From an optimization exercise on the open Yosys and OpenROAD flow, aimed at small area, a short achievable clock period and few clock cycles; shortcuts taken in it are not production practice.
RTL that was checked went through simulation tests only; none was proved equivalent to the original.
Power figures rest on the tool's default switching activity, not on a simulated workload.

old:
## bat_ms
module bat_ms (
    input  wire        clk,
    input  wire        rst,
    input  wire        start,
    input  wire [1:0]  cfg_nsrc_m1,
    input  wire [15:0] cfg_bits_in_m1,           
    input  wire [15:0] cfg_in_align_repeat,      
    input  wire [15:0] cfg_in_align_bits_m1,     
    input  wire [3:0]  cfg_out_align_repeat,
    input  wire [3:0]  cfg_out_align_bits_m1,
    input  wire [15:0] cfg_repeat,
    input  wire [3:0]  in_valid,
    input  wire [3:0]  in_eod,
    input  wire [31:0] in_data,
    output wire [3:0]  in_ready,
    output wire        out_valid,
    output wire [7:0]  out_data,
    input  wire        out_ready,
    output wire        busy,
    output reg         ended_eod
);
    localparam [1:0] S_IDLE = 2'd0,
                     S_RUN  = 2'd1,
                     S_SKIP = 2'd2,
                     S_END  = 2'd3;
    reg [1:0]  state;
    reg [1:0]  nsrc_m1;
    reg [3:0]  bm1   [0:3];       
    reg [3:0]  in_n  [0:3];       
    reg [3:0]  in_pu [0:3];       
    reg [3:0]  out_m;             
    reg [3:0]  out_pu;            
    reg [15:0] rep_left;
    reg        rep_en;
    reg        rep_last;          
    reg [1:0]  src;
    reg        lst;               
    reg [3:0]  in_cd [0:3];
  ...
==> flow/config.mk <==
export PLATFORM = sky130hd
export DESIGN_NAME = bat_ms
export DESIGN_NICKNAME = bat_ms
export VERILOG_FILES = /design/flow/design.v
export SDC_FILE = /design/flow/constraint.sdc
export NUM_CORES = 4
export LEC_CHECK = 0
export CAP_MARGIN = 20
export CORE_MARGIN = 2
export CORE_UTILIZATION = 40
export PLACE_DENSITY = 0.6
export SLEW_MARGIN = 20
==> flow/constraint.sdc <==
create_clock -name core_clock -period 10.0 [get_ports {clk}]
set_input_delay 2.0000 -clock core_clock [delete_from_list [all_inputs] [get_ports {clk}]]
set_output_delay 2.0000 -clock core_clock [all_outputs]
set_load 0.01 [all_outputs]
standard.sh (not shown) runs the stock make flow with config.mk's settings and CLKGATE_MAP_FILE= SYNTH_SCRIPT=/design/flow/synth_recipe.tcl, a recipe that flattens the netlist after the stock synthesis.
==> flow/flow/run.sh <==
#!/bin/bash
set -euo pipefail
MARGIN=5.5
sed "s|^make -C |make SETUP_SLACK_MARGIN=${MARGIN} 'BUFFER_PORTS_ARGS=-buffer_cell sky130_fd_sc_hd__buf_1' -C |" standard.sh > standard_margin.sh
bash standard_margin.sh > standard_margin.log 2>&1
old reached the end of the flow, and the finished layout is clean on the timing, DRC and antenna checks.
Testbench counts of old, summed over its fixed seeds: cycles 48,584.
Setup changes, old to new
--- a/flow/design.v
+++ b/flow/design.v
@@ -37,24 +37,25 @@
     reg        lst;               
     reg [3:0]  in_cd [0:3];
     reg        sd    [0:3];       
     reg [3:0]  out_cd;
     reg        od;                
     reg [3:0]  skip_left;
     reg [6:0]  acc   [0:3];
     reg [4:0]  ad    [0:3];
     reg        part;
     reg [7:0]  hold;
     reg        s_v;
     reg        s_free;
+    reg [4:0]  pok;
     reg [15:0] s_bits;
     reg [5:0]  s_lim;
     reg        s_pad;
     reg [31:0] em;
     reg [5:0]  em_n;
     reg [2:0]  pp;                
     reg [3:0]  pk;                
     reg [1:0]  poi;               
     reg [5:0]  pr;                
     integer i;
     wire        flushing = (state == S_END) && !s_v;
     assign out_valid = (em_n[5:3] != 3'd0) || (flushing && em_n[2:0] != 3'd0);
@@ -70,30 +71,35 @@
     wire [3:0]  c_bm1   = bm1[src];
     wire [3:0]  c_n     = in_n[src];
     wire [3:0]  c_cd    = in_cd[src];
     wire [3:0]  c_pad   = in_pu[src];
     wire [6:0]  c_a7    = acc[src];
     wire [4:0]  c_ad    = ad[src];
     wire [2:0]  c_a3    = c_ad[2:0] + c_bm1[2:0] + 3'd1;
     wire        c_sd    = sd[src];
     wire        c_valid = in_valid[src];
     wire        c_eod   = in_eod[src];
     wire [7:0]  c_data  = in_data[8*src +: 8];
     wire        opaddue  = lst && od;
-    wire        pad_ok   = (!c_sd || (pp > {1'b0, src})) && (!opaddue || (pp == 3'd5));
+    wire        pad_ok   = (!c_sd || pok[src]) && (!opaddue || pok[4]);
     wire        need     = part || c_ad[4];
     wire        run_go   = (state == S_RUN) && s_free && pad_ok;
     wire        run_rdy  = run_go && need;
     wire        skip_rdy = (state == S_SKIP) && s_free;
-    assign in_ready = (run_rdy || skip_rdy) ? (4'b0001 << src) : 4'b0000;
+    wire        rdy_com  = s_free && ((state == S_SKIP) || ((state == S_RUN) && !(opaddue && !pok[4])));
+    genvar g;
+    generate for (g = 0; g < 4; g = g + 1) begin : g_rdy
+        assign in_ready[g] = (src == g) && rdy_com &&
+                             ((state == S_SKIP) || ((part || ad[g][4]) && (!sd[g] || pok[g])));
+    end endgenerate
     wire        take     = (run_rdy || skip_rdy) && c_valid;
     wire        take_eod = take && c_eod;
     wire        take_dat = take && !c_eod;
     wire [14:0] c_acc    = {c_a7, part ? hold : {1'b0, c_a7}};
     wire [3:0]  c_an     = {part, c_a3};
     wire [22:0] x_bits   = {c_acc, c_data};
     wire [37:0] x_sh     = {x_bits, 15'd0} >> c_an;
     wire [15:0] s_mask   = ~(16'h7fff >> c_bm1);
     wire [15:0] smp      = x_sh[22:7] & s_mask;
     wire [2:0]  left     = c_ad[2:0];
     wire        one_ok   = c_ad[3];
     wire        issue    = run_go && (!need || (take_dat && (part || one_ok)));
@@ -133,40 +139,42 @@
                 s_v    <= issue || (skip_done && opaddue);
                 s_bits <= (state == S_RUN) ? smp : 16'd0;
                 s_lim  <= (state == S_RUN) ? 6'd31 - {2'b0, c_bm1} : 6'd32;
                 s_pad  <= opaddue && ((state != S_RUN) || !skip_in);
                 s_free <= !(issue || (skip_done && opaddue)) ||
                           (em_n_nx <= ((state == S_RUN) ? 6'd31 - {2'b0, c_bm1} : 6'd32));
             end else begin
                 s_free <= (em_n_nx <= {1'b0, s_lim});
             end
             if (state != S_IDLE && pp != 3'd5) begin
                 if (!pu_need) begin
                     pp  <= pp + 3'd1;
+                    pok <= {pok[3:0], 1'b1};
                 end else if (pr[5] || pk != pu_y) begin
                     pr <= pr_next;
                     if (!pr[5]) begin
                         if (pp_src || poi == nsrc_m1) begin
                             pk  <= pk + 4'd1;
                             poi <= 2'd0;
                         end else begin
                             poi <= poi + 2'd1;
                         end
                     end
                 end else begin
                     if (pp_src)
                         in_pu[ppi] <= pr[3:0];
                     else
                         out_pu <= pr[3:0];
                     pp <= pp + 3'd1;
+                    pok <= {pok[3:0], 1'b1};
                     pk <= 4'd0;
                     pr <= 6'd0;
                 end
             end
             if (take)
                 hold <= c_data;
             case (state)
             S_IDLE: begin
                 if (start) begin
                     nsrc_m1 <= cfg_nsrc_m1;
                     for (i = 0; i < 4; i = i + 1) begin
                         bm1[i]   <= cfg_bits_in_m1[4*i +: 4];
@@ -177,24 +185,25 @@
                         ad[i]    <= ~{1'b0, cfg_bits_in_m1[4*i +: 4]};
                     end
                     out_m    <= cfg_out_align_repeat;
                     out_cd   <= cfg_out_align_repeat;
                     od       <= (cfg_out_align_repeat == 4'd1);
                     out_pu   <= cfg_out_align_bits_m1;
                     rep_left <= cfg_repeat;
                     rep_en   <= (cfg_repeat != 16'd0);
                     rep_last <= (cfg_repeat == 16'd1);
                     src      <= 2'd0;
                     lst      <= (cfg_nsrc_m1 == 2'd0);
                     pp       <= 3'd0;
+                    pok      <= 5'd0;
                     pk       <= 4'd0;
                     poi      <= 2'd0;
                     pr       <= 6'd0;
                     part     <= 1'b0;
                     em       <= 32'd0;
                     state    <= S_RUN;
                 end
             end
             S_RUN: begin
                 if (take_eod) begin
                     ended_eod <= 1'b1;
                     state     <= S_END;
Findings:
Delta(starting density of the core, new - old) < 0. When new is set beside old, its routed wire length turns out to be about 2% larger. new vs old — fill cell instance count of the final layout climbed by a few percent. Measured against old, the total power consumption of the routed design of new comes out at 1.11 times the reference value. Compared old against new; clock distribution power within noise. Against old, new comes in 3.4 points higher on share of power burned in combinational logic.
No functional check of the RTL was part of new.

---

The RTL this note starts from:
==> flow/design.v <==
module bat_ms (
    input  wire        clk,
    input  wire        rst,
    input  wire        start,
    input  wire [1:0]  cfg_nsrc_m1,
    input  wire [15:0] cfg_bits_in_m1,           
    input  wire [15:0] cfg_in_align_repeat,      
    input  wire [15:0] cfg_in_align_bits_m1,     
    input  wire [3:0]  cfg_out_align_repeat,
    input  wire [3:0]  cfg_out_align_bits_m1,
    input  wire [15:0] cfg_repeat,
    input  wire [3:0]  in_valid,
    input  wire [3:0]  in_eod,
    input  wire [31:0] in_data,
    output wire [3:0]  in_ready,
    output wire        out_valid,
    output wire [7:0]  out_data,
    input  wire        out_ready,
    output wire        busy,
    output reg         ended_eod
);
    localparam [1:0] S_IDLE = 2'd0,
                     S_RUN  = 2'd1,
                     S_SKIP = 2'd2,
                     S_END  = 2'd3;
    reg [1:0]  state;
    reg [1:0]  nsrc_m1;
    reg [3:0]  bm1   [0:3];       
    reg [3:0]  in_n  [0:3];       
    reg [3:0]  in_pu [0:3];       
    reg [3:0]  out_m;             
    reg [3:0]  out_pu;            
    reg [15:0] rep_left;
    reg        rep_en;
    reg        rep_last;          
    reg [1:0]  src;
    reg        lst;               
    reg [3:0]  in_cd [0:3];
    reg        sd    [0:3];       
    reg [3:0]  out_cd;
    reg        od;                
    reg [3:0]  skip_left;
    reg [6:0]  acc   [0:3];
    reg [2:0]  acc_n [0:3];
    reg        nd    [0:3];
    reg        part;
    reg [7:0]  hold;
    reg        s_v;
    reg [15:0] s_bits;
    reg [4:0]  s_lim;
    reg        s_pad;
    reg [23:0] em;
    reg [5:0]  em_n;
    reg [2:0]  pp;                
    reg [3:0]  pk;                
    reg [1:0]  poi;               
    reg [5:0]  pr;                
    integer i;
    wire        flushing = (state == S_END) && !s_v;
    assign out_valid = (em_n[5:3] != 3'd0) || (flushing && em_n[2:0] != 3'd0);
    assign out_data  = em[23:16];
    wire        fire     = out_valid && out_ready;
    wire        s_take   = s_v && (em_n <= {1'b0, s_lim});
    wire [23:0] s_ins    = {s_bits, 8'd0} >> em_n[4:0];
    wire [5:0]  s_add    = 6'd24 - {1'b0, s_lim} + (s_pad ? {2'b0, out_pu} : 6'd0);
    wire        done_now = flushing && (em_n == 6'd0 || (em_n <= 6'd8 && out_ready));
    wire [3:0]  c_bm1   = bm1[src];
    wire [3:0]  c_n     = in_n[src];
    wire [3:0]  c_cd    = in_cd[src];
    wire [3:0]  c_pad   = in_pu[src];
    wire [6:0]  c_a7    = acc[src];
    wire [2:0]  c_a3    = acc_n[src];
    wire        c_sd    = sd[src];
    wire        c_valid = in_valid[src];
    wire        c_eod   = in_eod[src];
    wire [7:0]  c_data  = in_data[8*src +: 8];
    wire        opaddue  = lst && od;
    wire        pad_ok   = (!c_sd || (pp > {1'b0, src})) && (!opaddue || (pp == 3'd5));
    wire        s_free   = !s_v || s_take;
    wire        need     = part || nd[src];
    wire        run_go   = (state == S_RUN) && s_free && pad_ok;
    wire        run_rdy  = run_go && need;
    wire        skip_rdy = (state == S_SKIP) && s_free;
    assign in_ready = (run_rdy || skip_rdy) ? (4'b0001 << src) : 4'b0000;
    wire        take     = (run_rdy || skip_rdy) && c_valid;
    wire        take_eod = take && c_eod;
    wire        take_dat = take && !c_eod;
    wire [14:0] c_acc    = {c_a7, part ? hold : {1'b0, c_a7}};
    wire [3:0]  c_an     = {part, c_a3};
    wire [22:0] x_bits   = {c_acc, c_data};
    wire [37:0] x_sh     = {x_bits, 15'd0} >> c_an;
    wire [15:0] s_mask   = ~(16'h7fff >> c_bm1);
    wire [15:0] smp      = x_sh[22:7] & s_mask;
    wire [3:0]  d        = {1'b0, c_a3} + ~c_bm1;
    wire [2:0]  left     = d[2:0];
    wire        issue    = run_go && (!need || (take_dat && (part || d[3])));
    wire        partial  = run_go && need && !part && !d[3] && take_dat;
    wire        skip_in  = c_sd && (c_pad > {1'b0, left});
    wire [2:0]  a_new    = left - (c_sd ? c_pad[2:0] : 3'd0);
    wire [2:0]  a_skip   = 3'd0 - skip_left[2:0];
    wire        skip_done = skip_rdy && take_dat && (skip_left <= 4'd8);
    wire        step_done = (issue && !skip_in) || skip_done;
    wire        win_end   = step_done && lst;
    wire        rep_end   = win_end && rep_last;
    wire        pp_src   = (pp[2] == 1'b0);
    wire [1:0]  ppi      = pp[1:0];
    wire [3:0]  pu_xm1   = bm1[pp_src ? ppi : poi];
    wire [3:0]  pu_y     = pp_src ? in_n[ppi] : out_m;
    wire [3:0]  pu_um1   = pp_src ? in_pu[ppi] : out_pu;
    wire        pu_need  = pp_src ? ((ppi <= nsrc_m1) && (pu_y != 4'd0)) : (pu_y != 4'd0);
    wire [5:0]  pr_next  = pr + (pr[5] ? {2'b00, pu_um1} : {2'b11, ~pu_xm1}) + {5'd0, pr[5]};
    assign busy = (state != S_IDLE);
    always @(posedge clk) begin
        if (rst) begin
            state     <= S_IDLE;
            ended_eod <= 1'b0;
            s_v       <= 1'b0;
            em_n      <= 6'd0;
            em        <= 24'd0;
        end else begin
            if (s_take) begin
                em   <= fire ? ((em | s_ins) << 8) : (em | s_ins);
                em_n <= em_n + s_add - (fire ? 6'd8 : 6'd0);
            end else if (fire) begin
                em   <= em << 8;
                em_n <= (em_n[5:3] != 3'd0) ? em_n - 6'd8 : 6'd0;
            end
            if (s_free) begin
                s_v    <= issue || (skip_done && opaddue);
                s_bits <= (state == S_RUN) ? smp : 16'd0;
                s_lim  <= (state == S_RUN) ? 5'd23 - {1'b0, c_bm1} : 5'd24;
                s_pad  <= opaddue && ((state != S_RUN) || !skip_in);
            end
            if (state != S_IDLE && pp != 3'd5) begin
                if (!pu_need) begin
                    pp  <= pp + 3'd1;
                end else if (pr[5] || pk != pu_y) begin
                    pr <= pr_next;
                    if (!pr[5]) begin
                        if (pp_src || poi == nsrc_m1) begin
                            pk  <= pk + 4'd1;
                            poi <= 2'd0;
                        end else begin
                            poi <= poi + 2'd1;
                        end
                    end
                end else begin
                    if (pp_src)
                        in_pu[ppi] <= pr[3:0];
                    else
                        out_pu <= pr[3:0];
                    pp <= pp + 3'd1;
                    pk <= 4'd0;
                    pr <= 6'd0;
                end
            end
            if (take)
                hold <= c_data;
            case (state)
            S_IDLE: begin
                if (start) begin
                    nsrc_m1 <= cfg_nsrc_m1;
                    for (i = 0; i < 4; i = i + 1) begin
                        bm1[i]   <= cfg_bits_in_m1[4*i +: 4];
                        in_n[i]  <= cfg_in_align_repeat[4*i +: 4];
                        in_cd[i] <= cfg_in_align_repeat[4*i +: 4];
                        sd[i]    <= (cfg_in_align_repeat[4*i +: 4] == 4'd1);
                        in_pu[i] <= cfg_in_align_bits_m1[4*i +: 4];
                        acc_n[i] <= 3'd0;
                        nd[i]    <= 1'b1;
                    end
                    out_m    <= cfg_out_align_repeat;
                    out_cd   <= cfg_out_align_repeat;
                    od       <= (cfg_out_align_repeat == 4'd1);
                    out_pu   <= cfg_out_align_bits_m1;
                    rep_left <= cfg_repeat;
                    rep_en   <= (cfg_repeat != 16'd0);
                    rep_last <= (cfg_repeat == 16'd1);
                    src      <= 2'd0;
                    lst      <= (cfg_nsrc_m1 == 2'd0);
                    pp       <= 3'd0;
                    pk       <= 4'd0;
                    poi      <= 2'd0;
                    pr       <= 6'd0;
                    part     <= 1'b0;
                    em       <= 24'd0;
                    state    <= S_RUN;
                end
            end
            S_RUN: begin
                if (take_eod) begin
                    ended_eod <= 1'b1;
                    state     <= S_END;
                end else if (issue) begin
                    part <= 1'b0;
                    if (take)
                        acc[src] <= c_data[6:0];
                    if (skip_in) begin
                        acc_n[src] <= 3'd0;
                        nd[src]    <= 1'b1;
                        skip_left  <= c_pad - {1'b0, left};
                        state      <= S_SKIP;
                    end else begin
                        acc_n[src] <= a_new;
                        nd[src]    <= ({1'b0, a_new} <= c_bm1);
                    end
                    if (c_n != 4'd0) begin
                        in_cd[src] <= c_sd ? c_n : c_cd - 4'd1;
                        sd[src]    <= c_sd ? (c_n == 4'd1) : (c_cd == 4'd2);
                    end
                end else if (partial) begin
                    part <= 1'b1;
                end
            end
            S_SKIP: begin
                if (take_eod) begin
                    ended_eod <= 1'b1;
                    state     <= S_END;
                end else if (take_dat) begin
                    acc[src] <= c_data[6:0];
                    if (skip_done) begin
                        acc_n[src] <= a_skip;
                        nd[src]    <= ({1'b0, a_skip} <= c_bm1);
                        state      <= S_RUN;
                    end else begin
                        skip_left <= skip_left - 4'd8;
                    end
                end
            end
            S_END: begin
                if (done_now)
                    state <= S_IDLE;
            end
            endcase
            if (step_done) begin
                if (lst) begin
                    src <= 2'd0;
                    lst <= (nsrc_m1 == 2'd0);
                    if (out_m != 4'd0) begin
                        out_cd <= od ? out_m : out_cd - 4'd1;
                        od     <= od ? (out_m == 4'd1) : (out_cd == 4'd2);
                    end
                    if (rep_en) begin
                        rep_left <= rep_left - 16'd1;
                        rep_last <= (rep_left == 16'd2);
                    end
                end else begin
                    src <= src + 2'd1;
                    lst <= (src + 2'd1 == nsrc_m1);
                end
            end
            if (rep_end) begin
                ended_eod <= 1'b0;
                state     <= S_END;
            end
        end
    end
endmodule
make LEC_CHECK=0 CAP_MARGIN=20 CORE_MARGIN=2 CORE_UTILIZATION=40 PLACE_DENSITY=0.6 SETUP_SLACK_MARGIN=5 SLEW_MARGIN=20 finish   # period 10.0 ns
run.sh (not shown) runs the stock make flow with config.mk's settings and CLKGATE_MAP_FILE= SYNTH_SCRIPT=/design/flow/synth_recipe.tcl, a recipe that flattens the netlist after the stock synthesis.
Stock flow here: none of the scripts above is used.
Testbench counts at the start, summed over its fixed seeds: cycles 51,516.
==> next run, changes <==
--- a/flow/design.v
+++ b/flow/design.v
@@ -46,24 +46,24 @@
     reg        part;
     reg [7:0]  hold;
     reg        s_v;
     reg [15:0] s_bits;
-    reg [4:0]  s_lim;
+    reg [5:0]  s_lim;
     reg        s_pad;
-    reg [23:0] em;
+    reg [31:0] em;
     reg [5:0]  em_n;
     reg [2:0]  pp;                
     reg [3:0]  pk;                
     reg [1:0]  poi;               
     reg [5:0]  pr;                
     integer i;
     wire        flushing = (state == S_END) && !s_v;
     assign out_valid = (em_n[5:3] != 3'd0) || (flushing && em_n[2:0] != 3'd0);
-    assign out_data  = em[23:16];
+    assign out_data  = em[31:24];
     wire        fire     = out_valid && out_ready;
-    wire        s_take   = s_v && (em_n <= {1'b0, s_lim});
-    wire [23:0] s_ins    = {s_bits, 8'd0} >> em_n[4:0];
-    wire [5:0]  s_add    = 6'd24 - {1'b0, s_lim} + (s_pad ? {2'b0, out_pu} : 6'd0);
+    wire        s_take   = s_v && (em_n <= s_lim);
+    wire [31:0] s_ins    = {s_bits, 16'd0} >> em_n[4:0];
+    wire [5:0]  s_add    = 6'd32 - s_lim + (s_pad ? {2'b0, out_pu} : 6'd0);
     wire        done_now = flushing && (em_n == 6'd0 || (em_n <= 6'd8 && out_ready));
     wire [3:0]  c_bm1   = bm1[src];
     wire [3:0]  c_n     = in_n[src];
     wire [3:0]  c_cd    = in_cd[src];
@@ -107,17 +107,18 @@
     wire [3:0]  pu_xm1   = bm1[pp_src ? ppi : poi];
     wire [3:0]  pu_y     = pp_src ? in_n[ppi] : out_m;
     wire [3:0]  pu_um1   = pp_src ? in_pu[ppi] : out_pu;
     wire        pu_need  = pp_src ? ((ppi <= nsrc_m1) && (pu_y != 4'd0)) : (pu_y != 4'd0);
-    wire [5:0]  pr_next  = pr + (pr[5] ? {2'b00, pu_um1} : {2'b11, ~pu_xm1}) + {5'd0, pr[5]};
+    wire [5:0]  pr_one   = pr + (pr[5] ? {2'b00, pu_um1} : {2'b11, ~pu_xm1}) + {5'd0, pr[5]};
+    wire [5:0]  pr_next  = pr_one + (pr_one[5] ? {2'b00, pu_um1} + 6'd1 : 6'd0);
     assign busy = (state != S_IDLE);
     always @(posedge clk) begin
         if (rst) begin
             state     <= S_IDLE;
             ended_eod <= 1'b0;
             s_v       <= 1'b0;
             em_n      <= 6'd0;
-            em        <= 24'd0;
+            em        <= 32'd0;
         end else begin
             if (s_take) begin
                 em   <= fire ? ((em | s_ins) << 8) : (em | s_ins);
                 em_n <= em_n + s_add - (fire ? 6'd8 : 6'd0);
@@ -127,9 +128,9 @@
             end
             if (s_free) begin
                 s_v    <= issue || (skip_done && opaddue);
                 s_bits <= (state == S_RUN) ? smp : 16'd0;
-                s_lim  <= (state == S_RUN) ? 5'd23 - {1'b0, c_bm1} : 5'd24;
+                s_lim  <= (state == S_RUN) ? 6'd31 - {2'b0, c_bm1} : 6'd32;
                 s_pad  <= opaddue && ((state != S_RUN) || !skip_in);
             end
             if (state != S_IDLE && pp != 3'd5) begin
                 if (!pu_need) begin
@@ -182,9 +183,9 @@
                     pk       <= 4'd0;
                     poi      <= 2'd0;
                     pr       <= 6'd0;
                     part     <= 1'b0;
-                    em       <= 24'd0;
+                    em       <= 32'd0;
                     state    <= S_RUN;
                 end
             end
             S_RUN: begin
The changed run went through all stages and came out clean.
Flip-flop and latch count goes up by 9.
Via count increases by 6.1%.
Global-route usage rises by 0.40 points.
Register-to-register slack is worse by 0.05 ns.
Power rises by 16%.
Maximum frequency came out lower by 1.2%.
Hold slack degrades by 0.0067 ns.
Utilization rose by 0.18 points.
Worst setup slack gets worse by 0.057 ns.
The RTL of the second run of this note was laid out without a check of its function.

what the ideal ports hide:
How much do the figures lean on ideal ports? The routed layouts below were timed once more, with nothing changed but the port constraints. Step 1: set_driving_cell puts a clkbuf_16 on clk and a buf_2 on each other input, an assumption about the parent block. Step 2 times the ports against the registers' clock, not the clock port: input delays grow and output delays shrink by t, the midpoint of the rising clock arrivals with the driver on. Slacks: ideal / step 1 / step 2; pairs: ideal / step 1.
run	t (ns)	setup WS [ns]	worst setup path at the end	worst slew at a driven data input, ns	cell pins on the clock port's net
old	0.625	5.573 / 5.521 / 5.120	input to register	0.05	1
new	0.636	5.578 / 5.599 / 4.963	input to register	0.06	1
the first run of note 2	0.602	5.144 / 5.090 / 4.599	input to register	0.04	1
the second run of note 2	0.616	5.087 / 5.035 / 4.560	input to register	0.07	1
After both steps every run listed still meets setup and hold. For new, which loses most, drivers alone change the setup slack by +0.021 ns; drivers and shift together by -0.615 ns.
